This design comes from an exercise in tuning for small area, a short achievable clock period and few clock cycles on the open sky130 flow, not from production work.
At most, simulation tests tie the RTL to the original design; equivalence was not proved.
No activity file was given, so power comes from the tool's default toggle rates.

==> run a: inputs <==
==> flow/design.v (excerpt) <==
module tinyvm_core (
    input  wire        clk,
    input  wire        rst,             
    input  wire [63:0] budget_init,     
    input  wire [63:0] counter_init,    
    input  wire [15:0] rng_seed,        
    input  wire        resume,          
    output wire [15:0] imem_addr,
    input  wire [15:0] imem_rdata,
    output wire [15:0] dmem_addr,
    output wire        dmem_we,
    output wire [15:0] dmem_wdata,
    input  wire [15:0] dmem_rdata,
    output wire        suspended,
    output wire [15:0] yield_value,
    output wire        halted,
    output wire        timed_out,
    output wire [15:0] pc_out,
    output wire        debug_valid,
    output wire [15:0] debug_pc
);
==> flow/config.mk <==
export PLATFORM = sky130hd
export DESIGN_NAME = tinyvm_core
export DESIGN_NICKNAME = tinyvm_core
export VERILOG_FILES = /design/flow/design.v
export SDC_FILE = /design/flow/constraint.sdc
export NUM_CORES = 4
export LEC_CHECK = 0
export ABC_CLOCK_PERIOD_IN_PS = 4000
export CAP_MARGIN = 20
export CORE_MARGIN = 2
export CORE_UTILIZATION = 40
export PLACE_DENSITY = 0.6
export SETUP_SLACK_MARGIN = 5
export SLEW_MARGIN = 20
==> flow/constraint.sdc <==
create_clock -name core_clock -period 10.0 [get_ports {clk}]
set_input_delay 2.0000 -clock core_clock [delete_from_list [all_inputs] [get_ports {clk}]]
set_output_delay 2.0000 -clock core_clock [all_outputs]
set_load 0.01 [all_outputs]
run.sh (not shown) runs the stock make flow with config.mk's settings and CLKGATE_MAP_FILE= SYNTH_SCRIPT=/design/flow/synth_recipe.tcl, a recipe that flattens the netlist after the stock synthesis.
==> run b (differences from run a) <==
--- a/flow/design.v
+++ b/flow/design.v
@@ -24,24 +24,26 @@
                      PH_MUL1 = 4'd2,    
                      PH_MUL2 = 4'd3,    
                      PH_DIV  = 4'd4,    
                      PH_SEQ  = 4'd5,    
                      PH_LWI1 = 4'd6,    
                      PH_LWI2 = 4'd7,    
-                     PH_UN   = 4'd8;    
+                     PH_UN   = 4'd8,    
+                     PH_MULW = 4'd9;    
     localparam [1:0] ST_RUN  = 2'd0,
                      ST_SUSP = 2'd1,
                      ST_HALT = 2'd2;
     reg [15:0] fpc;         
     reg        aval;        
     reg        apred;       
     reg        btb_v;
     reg [15:0] btb_src, btb_tgt;
     reg [15:0] ir;
     reg        ival, ipred;
-    reg [3:0]  ras;         
+    reg [15:0] ohs;         
+    reg [15:0] oht;         
     reg [3:0]  ph;
     reg [1:0]  status;
     reg        bz;          
     reg [15:0] epc;         
     reg [63:0] nret;        
     reg [15:0] rng;
@@ -50,12 +52,13 @@
     reg        tcarry, seq_time;
     reg [15:0] dq;          
     reg [15:0] dr;          
     reg [15:0] dd;          
     reg [3:0]  dcnt;
     reg        m_hi;
+    reg        m_one;       
     reg [1:0]  u_fn;        
     reg        d_rem, d_sgn, d_aneg, d_neg, d_bz;
     wire [3:0]  op = ir[15:12];
     wire [3:0]  fn = ir[11:8];
     wire is_sys    = (ir[15:4] == 12'h102);
     wire is_ret    = is_sys && (ir[3:0] == 4'hA);
@@ -80,19 +83,29 @@
     wire is_seqop  = is_time | is_cpuid;
     wire legal = is_ret | is_cpuid | is_debug | is_time | is_sw | is_lw | is_lwi |
                  is_lb | is_lhi | is_unary | is_binary | is_cmp | is_br | is_jmp | is_jr;
     wire e_rdy  = (ph == PH_EXEC) && (status == ST_RUN) && !bz;
     wire e_take = e_rdy && ival;            
     wire e_ok   = e_take && legal;
-    wire [15:0] rs = regs[ras];             
-    wire [15:0] rt = regs[ir[3:0]];         
+    reg  [15:0] rs;                         
+    reg  [15:0] rt;                         
+    integer ri;
+    always @(*) begin
+        rs = 16'd0;
+        rt = 16'd0;
+        for (ri = 0; ri < 16; ri = ri + 1) begin
+            rs = rs | (regs[ri] & {16{ohs[ri]}});
+            rt = rt | (regs[ri] & {16{oht[ri]}});
+        end
+    end
     wire        sub   = ir[15] | ir[8];              
     wire        sx    = ir[15] & ir[8];              
     wire [16:0] add_a = {sx & rt[15], rt};
     wire [16:0] add_b = {sx & rs[15], rs} ^ {17{sub}};
-    wire [16:0] sum   = add_a + add_b + {16'd0, sub};
+    wire [17:0] sum_c = {add_a, 1'b1} + {add_b, sub};     
+    wire [16:0] sum   = sum_c[17:1];
     wire        eq    = (rt == rs);
     wire        q_lt_p = sum[16];                    
     wire cmp_res = (ir[11] & ~q_lt_p & ~eq) | (ir[10] & eq) | (ir[9] & q_lt_p);
     wire        sh_big = (rs[15:4] != 12'd0);
     wire [15:0] shl_r  = sh_big ? 16'd0 : (rt << rs[3:0]);
     wire        sfill  = ir[8] & rt[15];             
@@ -144,26 +157,31 @@
     wire [15:0] jr_tgt  = rs + {{8{ir[7]}}, ir[7:0]};
     wire        take    = is_jmp | (is_br && (rs != 16'd0));
     wire [15:0] npc     = is_jr ? jr_tgt : (take ? rel_tgt : epc_inc);
     wire        mispred = ipred ? ~is_jmp : (take | is_jr);
     wire        redir   = e_take & (mispred | is_lwi);
     wire [23:0] mac     = dq * dd[7:0] + {8'd0, dr};
-    wire [15:0] mul_res = m_hi ? mac[23:8] : {mac[7:0], dd[15:8]};
+    wire [15:0] mul_res = m_one ? (m_hi ? {8'd0, dr[15:8]} : {dr[7:0], dd[15:8]})
+                                : (m_hi ? dr : dd);
+    wire        m_swap  = ~is_rnd & (rs[15:8] != 8'd0) & (rt[15:8] == 8'd0);
     wire        a_neg = ir[8] & rt[15];
     wire        b_neg = ir[8] & rs[15];
     wire [15:0] a_mag = a_neg ? (16'd0 - rt) : rt;
     wire [15:0] b_mag = b_neg ? (16'd0 - rs) : rs;
     wire [18:0] dx    = {1'b0, dr, dq[15:14]};
     wire [18:0] t1    = dx - {3'd0, dd};
     wire [18:0] t2    = dx - {2'd0, dd, 1'b0};
     wire [18:0] t3    = dx - {3'd0, dd} - {2'd0, dd, 1'b0};
     wire        ge1   = ~t1[18];
     wire        ge2   = ~t2[18];
     wire        ge3   = ~t3[18];
     wire [15:0] r2    = ge3 ? t3[15:0] : ge2 ? t2[15:0] : ge1 ? t1[15:0] : dx[15:0];
-    wire        fix     = d_neg && (dr != 16'd0);
+    wire        dv_r0   = (dr == 16'd0);
+    wire        dv_z8   = dv_r0 && (dq[15:8] == 8'd0) && (dcnt[3] | dcnt[2]);
+    wire        dv_z4   = dv_r0 && (dq[15:12] == 4'd0) && (dcnt[3] | dcnt[2] | dcnt[1]);
+    wire        fix     = d_neg && !dv_r0;
     wire [15:0] rem_t   = fix ? (dr - dd) : dr;
     wire [15:0] rem_f   = d_aneg ? (16'd0 - rem_t) : rem_t;
     wire [15:0] quo_f   = d_neg ? (fix ? ~dq : (16'd0 - dq)) : dq;
     wire [15:0] div_res = d_bz ? (d_rem ? 16'd0 : {~d_sgn, 15'h7FFF})
                                : (d_rem ? rem_f : quo_f);
     wire        in_seq  = (ph == PH_SEQ);
@@ -197,13 +215,13 @@
             end
             PH_LWI2: begin
                 wd    = imem_rdata;
                 we_hi = 1'b1;
                 we_lo = 1'b1;
             end
-            PH_MUL2: begin
+            PH_MULW: begin
                 wd    = mul_res;
                 we_hi = 1'b1;
                 we_lo = 1'b1;
             end
             PH_DIV: begin
                 wd    = div_res;
@@ -243,34 +261,32 @@
                     if (is_div)           ph_n = PH_DIV;
                     if (is_seqop)         ph_n = PH_SEQ;
                     if (is_cnt)           ph_n = PH_UN;
                 end
             end
             PH_LOAD: ph_n = PH_EXEC;
-            PH_MUL1: ph_n = PH_MUL2;
-            PH_MUL2: ph_n = PH_EXEC;
+            PH_MUL1: ph_n = (dd[15:8] == 8'd0) ? PH_MULW : PH_MUL2;
+            PH_MUL2: ph_n = PH_MULW;
+            PH_MULW: ph_n = PH_EXEC;
             PH_DIV:  if (dcnt == 4'd0) ph_n = PH_EXEC;
             PH_SEQ:  if (rd == 4'd0) ph_n = PH_EXEC;
             PH_LWI1: ph_n = PH_LWI2;
             PH_UN:   ph_n = PH_EXEC;
             default: ph_n = PH_EXEC;
         endcase
         if (rst) begin
             ph_n     = PH_EXEC;
             status_n = ST_RUN;
         end
     end
-    wire [63:0] nret_p = nret + 64'd1;
-    wire [63:0] nret_n = rst ? 64'd0 : (inc_ret ? nret_p : nret);
-    wire        bz_eq0 = (nret == budget_init);
-    wire        bz_eq1 = (nret_p == budget_init);
-    wire        bz_n   = rst ? (budget_init == 64'd0) : (inc_ret ? bz_eq1 : bz_eq0);
+    wire [63:0] nret_n = rst ? 64'd0 : (inc_ret ? nret + 64'd1 : nret);
+    wire        bz_n   = (nret_n == budget_init);
     wire cap     = !ival | e_take;
     wire capture = aval & cap & ~redir;
     wire ival_n  = rst ? 1'b0 : (redir ? 1'b0 : (capture | (ival & ~e_take)));
-    wire cap_n   = !ival_n | (ph_n == PH_EXEC && status_n == ST_RUN && !bz_n);
+    wire cap_n   = !ival_n | (ph_n == PH_EXEC && status_n == ST_RUN);
     wire        btb_hit = btb_v && (fpc == btb_src);
     wire [15:0] fpc_seq = btb_hit ? btb_tgt : fpc + 16'd1;
     reg  [15:0] fpc_n;
     always @(*) begin
         if (ph == PH_LWI1)
             fpc_n = epc;
@@ -318,13 +334,14 @@
         aval   <= aval_n;
         apred  <= btb_hit;
         ival   <= ival_n;
         if (capture) begin
             ir    <= imem_rdata;
             ipred <= apred;
-            ras   <= sel_r ? imem_rdata[11:8] : imem_rdata[7:4];
+            ohs   <= 16'd1 << (sel_r ? imem_rdata[11:8] : imem_rdata[7:4]);
+            oht   <= 16'd1 << imem_rdata[3:0];
         end
         if (rst) begin
             epc      <= 16'd0;
             btb_v    <= 1'b0;
             btb_src  <= 16'd0;
             btb_tgt  <= 16'd0;
@@ -335,12 +352,13 @@
             dq       <= 16'd0;
             dr       <= 16'd0;
             dd       <= 16'd0;
             dcnt     <= 4'd0;
             m_hi     <= 1'b0;
             u_fn     <= 2'd0;
+            m_one    <= 1'b0;
             d_rem    <= 1'b0;
             d_sgn    <= 1'b0;
             d_aneg   <= 1'b0;
             d_neg    <= 1'b0;
             d_bz     <= 1'b0;
         end else begin
@@ -350,14 +368,14 @@
                 if (is_jmp && !ipred) begin
                     btb_v   <= 1'b1;
                     btb_src <= epc;
                     btb_tgt <= rel_tgt;
                 end
                 if (is_mul | is_rnd) begin
-                    dq    <= is_rnd ? rng : rt;
-                    dd    <= rs;
+                    dq    <= is_rnd ? rng : (m_swap ? rs : rt);
+                    dd    <= m_swap ? rt : rs;
                     dr    <= is_rnd ? rng : 16'd0;
                     m_hi  <= is_rnd | ir[8];
                 end
                 if (is_rnd)
                     rng <= rng_next;
                 if (is_cnt) begin
@@ -379,18 +397,25 @@
                     rd       <= 4'd2;
                     seq_time <= is_time;
                     tcarry   <= t_sum[16];
                 end
             end
             case (ph)
-                PH_MUL1: begin
-                    dr <= mac[23:8];
-                    dd <= {mac[7:0], dd[15:8]};
+                PH_MUL1, PH_MUL2: begin
+                    dr    <= mac[23:8];
+                    dd    <= {mac[7:0], dd[15:8]};
+                    m_one <= (ph == PH_MUL1);
                 end
                 PH_DIV: begin
-                    if (dcnt != 4'd0) begin
+                    if (dv_z8) begin
+                        dq   <= {dq[7:0], 8'd0};
+                        dcnt <= dcnt - 4'd4;
+                    end else if (dv_z4) begin
+                        dq   <= {dq[11:0], 4'd0};
+                        dcnt <= dcnt - 4'd2;
+                    end else if (dcnt != 4'd0) begin
                         dr   <= r2;
                         dq   <= {dq[13:0], ge2, ge3 | (ge1 & ~ge2)};
                         dcnt <= dcnt - 4'd1;
                     end
                 end
                 PH_SEQ: begin
--- a/flow/config.mk
+++ b/flow/config.mk
@@ -5,10 +5,10 @@
 export SDC_FILE = /design/flow/constraint.sdc
 export NUM_CORES = 4
 export LEC_CHECK = 0
 export ABC_CLOCK_PERIOD_IN_PS = 4000
 export CAP_MARGIN = 20
 export CORE_MARGIN = 2
-export CORE_UTILIZATION = 40
-export PLACE_DENSITY = 0.6
+export CORE_UTILIZATION = 55
+export PLACE_DENSITY = 0.7
 export SETUP_SLACK_MARGIN = 5
 export SLEW_MARGIN = 20
==> run c (differences from run a) <==
--- a/flow/design.v
+++ b/flow/design.v
@@ -24,24 +24,26 @@
                      PH_MUL1 = 4'd2,    
                      PH_MUL2 = 4'd3,    
                      PH_DIV  = 4'd4,    
                      PH_SEQ  = 4'd5,    
                      PH_LWI1 = 4'd6,    
                      PH_LWI2 = 4'd7,    
-                     PH_UN   = 4'd8;    
+                     PH_UN   = 4'd8,    
+                     PH_MULW = 4'd9;    
     localparam [1:0] ST_RUN  = 2'd0,
                      ST_SUSP = 2'd1,
                      ST_HALT = 2'd2;
     reg [15:0] fpc;         
     reg        aval;        
     reg        apred;       
     reg        btb_v;
     reg [15:0] btb_src, btb_tgt;
     reg [15:0] ir;
     reg        ival, ipred;
-    reg [3:0]  ras;         
+    reg [15:0] ohs;         
+    reg [15:0] oht;         
     reg [3:0]  ph;
     reg [1:0]  status;
     reg        bz;          
     reg [15:0] epc;         
     reg [63:0] nret;        
     reg [15:0] rng;
@@ -50,12 +52,13 @@
     reg        tcarry, seq_time;
     reg [15:0] dq;          
     reg [15:0] dr;          
     reg [15:0] dd;          
     reg [3:0]  dcnt;
     reg        m_hi;
+    reg        m_one;       
     reg [1:0]  u_fn;        
     reg        d_rem, d_sgn, d_aneg, d_neg, d_bz;
     wire [3:0]  op = ir[15:12];
     wire [3:0]  fn = ir[11:8];
     wire is_sys    = (ir[15:4] == 12'h102);
     wire is_ret    = is_sys && (ir[3:0] == 4'hA);
@@ -80,19 +83,29 @@
     wire is_seqop  = is_time | is_cpuid;
     wire legal = is_ret | is_cpuid | is_debug | is_time | is_sw | is_lw | is_lwi |
                  is_lb | is_lhi | is_unary | is_binary | is_cmp | is_br | is_jmp | is_jr;
     wire e_rdy  = (ph == PH_EXEC) && (status == ST_RUN) && !bz;
     wire e_take = e_rdy && ival;            
     wire e_ok   = e_take && legal;
-    wire [15:0] rs = regs[ras];             
-    wire [15:0] rt = regs[ir[3:0]];         
+    reg  [15:0] rs;                         
+    reg  [15:0] rt;                         
+    integer ri;
+    always @(*) begin
+        rs = 16'd0;
+        rt = 16'd0;
+        for (ri = 0; ri < 16; ri = ri + 1) begin
+            rs = rs | (regs[ri] & {16{ohs[ri]}});
+            rt = rt | (regs[ri] & {16{oht[ri]}});
+        end
+    end
     wire        sub   = ir[15] | ir[8];              
     wire        sx    = ir[15] & ir[8];              
     wire [16:0] add_a = {sx & rt[15], rt};
     wire [16:0] add_b = {sx & rs[15], rs} ^ {17{sub}};
-    wire [16:0] sum   = add_a + add_b + {16'd0, sub};
+    wire [17:0] sum_c = {add_a, 1'b1} + {add_b, sub};     
+    wire [16:0] sum   = sum_c[17:1];
     wire        eq    = (rt == rs);
     wire        q_lt_p = sum[16];                    
     wire cmp_res = (ir[11] & ~q_lt_p & ~eq) | (ir[10] & eq) | (ir[9] & q_lt_p);
     wire        sh_big = (rs[15:4] != 12'd0);
     wire [15:0] shl_r  = sh_big ? 16'd0 : (rt << rs[3:0]);
     wire        sfill  = ir[8] & rt[15];             
@@ -144,26 +157,31 @@
     wire [15:0] jr_tgt  = rs + {{8{ir[7]}}, ir[7:0]};
     wire        take    = is_jmp | (is_br && (rs != 16'd0));
     wire [15:0] npc     = is_jr ? jr_tgt : (take ? rel_tgt : epc_inc);
     wire        mispred = ipred ? ~is_jmp : (take | is_jr);
     wire        redir   = e_take & (mispred | is_lwi);
     wire [23:0] mac     = dq * dd[7:0] + {8'd0, dr};
-    wire [15:0] mul_res = m_hi ? mac[23:8] : {mac[7:0], dd[15:8]};
+    wire [15:0] mul_res = m_one ? (m_hi ? {8'd0, dr[15:8]} : {dr[7:0], dd[15:8]})
+                                : (m_hi ? dr : dd);
+    wire        m_swap  = ~is_rnd & (rs[15:8] != 8'd0) & (rt[15:8] == 8'd0);
     wire        a_neg = ir[8] & rt[15];
     wire        b_neg = ir[8] & rs[15];
     wire [15:0] a_mag = a_neg ? (16'd0 - rt) : rt;
     wire [15:0] b_mag = b_neg ? (16'd0 - rs) : rs;
     wire [18:0] dx    = {1'b0, dr, dq[15:14]};
     wire [18:0] t1    = dx - {3'd0, dd};
     wire [18:0] t2    = dx - {2'd0, dd, 1'b0};
     wire [18:0] t3    = dx - {3'd0, dd} - {2'd0, dd, 1'b0};
     wire        ge1   = ~t1[18];
     wire        ge2   = ~t2[18];
     wire        ge3   = ~t3[18];
     wire [15:0] r2    = ge3 ? t3[15:0] : ge2 ? t2[15:0] : ge1 ? t1[15:0] : dx[15:0];
-    wire        fix     = d_neg && (dr != 16'd0);
+    wire        dv_r0   = (dr == 16'd0);
+    wire        dv_z8   = dv_r0 && (dq[15:8] == 8'd0) && (dcnt[3] | dcnt[2]);
+    wire        dv_z4   = dv_r0 && (dq[15:12] == 4'd0) && (dcnt[3] | dcnt[2] | dcnt[1]);
+    wire        fix     = d_neg && !dv_r0;
     wire [15:0] rem_t   = fix ? (dr - dd) : dr;
     wire [15:0] rem_f   = d_aneg ? (16'd0 - rem_t) : rem_t;
     wire [15:0] quo_f   = d_neg ? (fix ? ~dq : (16'd0 - dq)) : dq;
     wire [15:0] div_res = d_bz ? (d_rem ? 16'd0 : {~d_sgn, 15'h7FFF})
                                : (d_rem ? rem_f : quo_f);
     wire        in_seq  = (ph == PH_SEQ);
@@ -197,13 +215,13 @@
             end
             PH_LWI2: begin
                 wd    = imem_rdata;
                 we_hi = 1'b1;
                 we_lo = 1'b1;
             end
-            PH_MUL2: begin
+            PH_MULW: begin
                 wd    = mul_res;
                 we_hi = 1'b1;
                 we_lo = 1'b1;
             end
             PH_DIV: begin
                 wd    = div_res;
@@ -243,34 +261,32 @@
                     if (is_div)           ph_n = PH_DIV;
                     if (is_seqop)         ph_n = PH_SEQ;
                     if (is_cnt)           ph_n = PH_UN;
                 end
             end
             PH_LOAD: ph_n = PH_EXEC;
-            PH_MUL1: ph_n = PH_MUL2;
-            PH_MUL2: ph_n = PH_EXEC;
+            PH_MUL1: ph_n = (dd[15:8] == 8'd0) ? PH_MULW : PH_MUL2;
+            PH_MUL2: ph_n = PH_MULW;
+            PH_MULW: ph_n = PH_EXEC;
             PH_DIV:  if (dcnt == 4'd0) ph_n = PH_EXEC;
             PH_SEQ:  if (rd == 4'd0) ph_n = PH_EXEC;
             PH_LWI1: ph_n = PH_LWI2;
             PH_UN:   ph_n = PH_EXEC;
             default: ph_n = PH_EXEC;
         endcase
         if (rst) begin
             ph_n     = PH_EXEC;
             status_n = ST_RUN;
         end
     end
-    wire [63:0] nret_p = nret + 64'd1;
-    wire [63:0] nret_n = rst ? 64'd0 : (inc_ret ? nret_p : nret);
-    wire        bz_eq0 = (nret == budget_init);
-    wire        bz_eq1 = (nret_p == budget_init);
-    wire        bz_n   = rst ? (budget_init == 64'd0) : (inc_ret ? bz_eq1 : bz_eq0);
+    wire [63:0] nret_n = rst ? 64'd0 : (inc_ret ? nret + 64'd1 : nret);
+    wire        bz_n   = (nret_n == budget_init);
     wire cap     = !ival | e_take;
     wire capture = aval & cap & ~redir;
     wire ival_n  = rst ? 1'b0 : (redir ? 1'b0 : (capture | (ival & ~e_take)));
-    wire cap_n   = !ival_n | (ph_n == PH_EXEC && status_n == ST_RUN && !bz_n);
+    wire cap_n   = !ival_n | (ph_n == PH_EXEC && status_n == ST_RUN);
     wire        btb_hit = btb_v && (fpc == btb_src);
     wire [15:0] fpc_seq = btb_hit ? btb_tgt : fpc + 16'd1;
     reg  [15:0] fpc_n;
     always @(*) begin
         if (ph == PH_LWI1)
             fpc_n = epc;
@@ -313,18 +329,19 @@
         ph     <= ph_n;
         status <= status_n;
         nret   <= nret_n;
         bz     <= bz_n;
         fpc    <= fpc_n;
         aval   <= aval_n;
-        apred  <= btb_hit;
+        apred  <= btb_hit & ~rst;
         ival   <= ival_n;
         if (capture) begin
             ir    <= imem_rdata;
             ipred <= apred;
-            ras   <= sel_r ? imem_rdata[11:8] : imem_rdata[7:4];
+            ohs   <= 16'd1 << (sel_r ? imem_rdata[11:8] : imem_rdata[7:4]);
+            oht   <= 16'd1 << imem_rdata[3:0];
         end
         if (rst) begin
             epc      <= 16'd0;
             btb_v    <= 1'b0;
             btb_src  <= 16'd0;
             btb_tgt  <= 16'd0;
@@ -335,12 +352,13 @@
             dq       <= 16'd0;
             dr       <= 16'd0;
             dd       <= 16'd0;
             dcnt     <= 4'd0;
             m_hi     <= 1'b0;
             u_fn     <= 2'd0;
+            m_one    <= 1'b0;
             d_rem    <= 1'b0;
             d_sgn    <= 1'b0;
             d_aneg   <= 1'b0;
             d_neg    <= 1'b0;
             d_bz     <= 1'b0;
         end else begin
@@ -350,14 +368,14 @@
                 if (is_jmp && !ipred) begin
                     btb_v   <= 1'b1;
                     btb_src <= epc;
                     btb_tgt <= rel_tgt;
                 end
                 if (is_mul | is_rnd) begin
-                    dq    <= is_rnd ? rng : rt;
-                    dd    <= rs;
+                    dq    <= is_rnd ? rng : (m_swap ? rs : rt);
+                    dd    <= m_swap ? rt : rs;
                     dr    <= is_rnd ? rng : 16'd0;
                     m_hi  <= is_rnd | ir[8];
                 end
                 if (is_rnd)
                     rng <= rng_next;
                 if (is_cnt) begin
@@ -379,18 +397,25 @@
                     rd       <= 4'd2;
                     seq_time <= is_time;
                     tcarry   <= t_sum[16];
                 end
             end
             case (ph)
-                PH_MUL1: begin
-                    dr <= mac[23:8];
-                    dd <= {mac[7:0], dd[15:8]};
+                PH_MUL1, PH_MUL2: begin
+                    dr    <= mac[23:8];
+                    dd    <= {mac[7:0], dd[15:8]};
+                    m_one <= (ph == PH_MUL1);
                 end
                 PH_DIV: begin
-                    if (dcnt != 4'd0) begin
+                    if (dv_z8) begin
+                        dq   <= {dq[7:0], 8'd0};
+                        dcnt <= dcnt - 4'd4;
+                    end else if (dv_z4) begin
+                        dq   <= {dq[11:0], 4'd0};
+                        dcnt <= dcnt - 4'd2;
+                    end else if (dcnt != 4'd0) begin
                         dr   <= r2;
                         dq   <= {dq[13:0], ge2, ge3 | (ge1 & ~ge2)};
                         dcnt <= dcnt - 4'd1;
                     end
                 end
                 PH_SEQ: begin
==> flow/config.mk (replaced) <==
export PLATFORM = sky130hd
export DESIGN_NAME = tinyvm_core
export DESIGN_NICKNAME = tinyvm_core
export VERILOG_FILES = /design/flow/design.v
export SDC_FILE = /design/flow/constraint.sdc
export NUM_CORES = 4
export LEC_CHECK = 0
export ABC_CLOCK_PERIOD_IN_PS = 4000
export CAP_MARGIN = 30
export CORE_MARGIN = 2
export CORE_UTILIZATION = 48
export PLACE_DENSITY = 0.65
export SETUP_SLACK_MARGIN = 5
export SLEW_MARGIN = 30
==> summary of the runs <==
- Critical path depth: run a > run b > run c.
- Cell area, highest first: run a, run c, run b.
- The lowest register-to-register slack belongs to run a, the highest to run c.
- Non-clock buffer count, lowest first: run b, run c, run a.
- Run c produced a clean layout. Run a passed the timing, DRC and antenna checks. Run b reached the layout checks and failed them: capacitance limit, slew limit.
- Clock power: run a < run b < run c.
- Of run b and run a, run b has the higher maximum frequency (gap about 8%, measured against run a).
Testbench counts of run c, summed over its fixed seeds: cycles 349,080.
The RTL of run a and run b was laid out without a check of its function.

## static timing again, ports no longer ideal
In the flow no input, the clock included, has a driving cell. The finished layouts below were timed again as built, in two steps. Step 1 (the two cells are an assumption about what drives the block):
set clk [get_ports {clk}]
set_driving_cell -lib_cell sky130_fd_sc_hd__clkbuf_16 $clk
set_driving_cell -lib_cell sky130_fd_sc_hd__buf_2 [delete_from_list [all_inputs] $clk]
Step 2 adds t to the input delays and takes it off the output delays; t is the mean of the earliest and latest rising clock arrival at the registers after step 1. Input paths then give back, and output paths get back, about the clock's delay inside the block. a / b / c = no drivers / after step 1 / after step 2; a / b = the first two.
run | shift t [ns] | setup slack, ns | hold WS [ns] | worst data-port slew with drivers (ns)
run a | 0.759 | 4.258 / 4.293 / 3.549 | 0.453 / 0.453 / 0.453 | 0.16
run b | 0.766 | 4.671 / 4.671 / 4.023 | 0.457 / 0.457 / 0.457 | 0.24
run c | 0.726 | 4.817 / 4.817 / 4.281 | 0.453 / 0.453 / 0.453 | 0.20
The setup slack of run a, which loses most, moves by +0.035 ns with the drivers and by -0.709 ns with both steps.
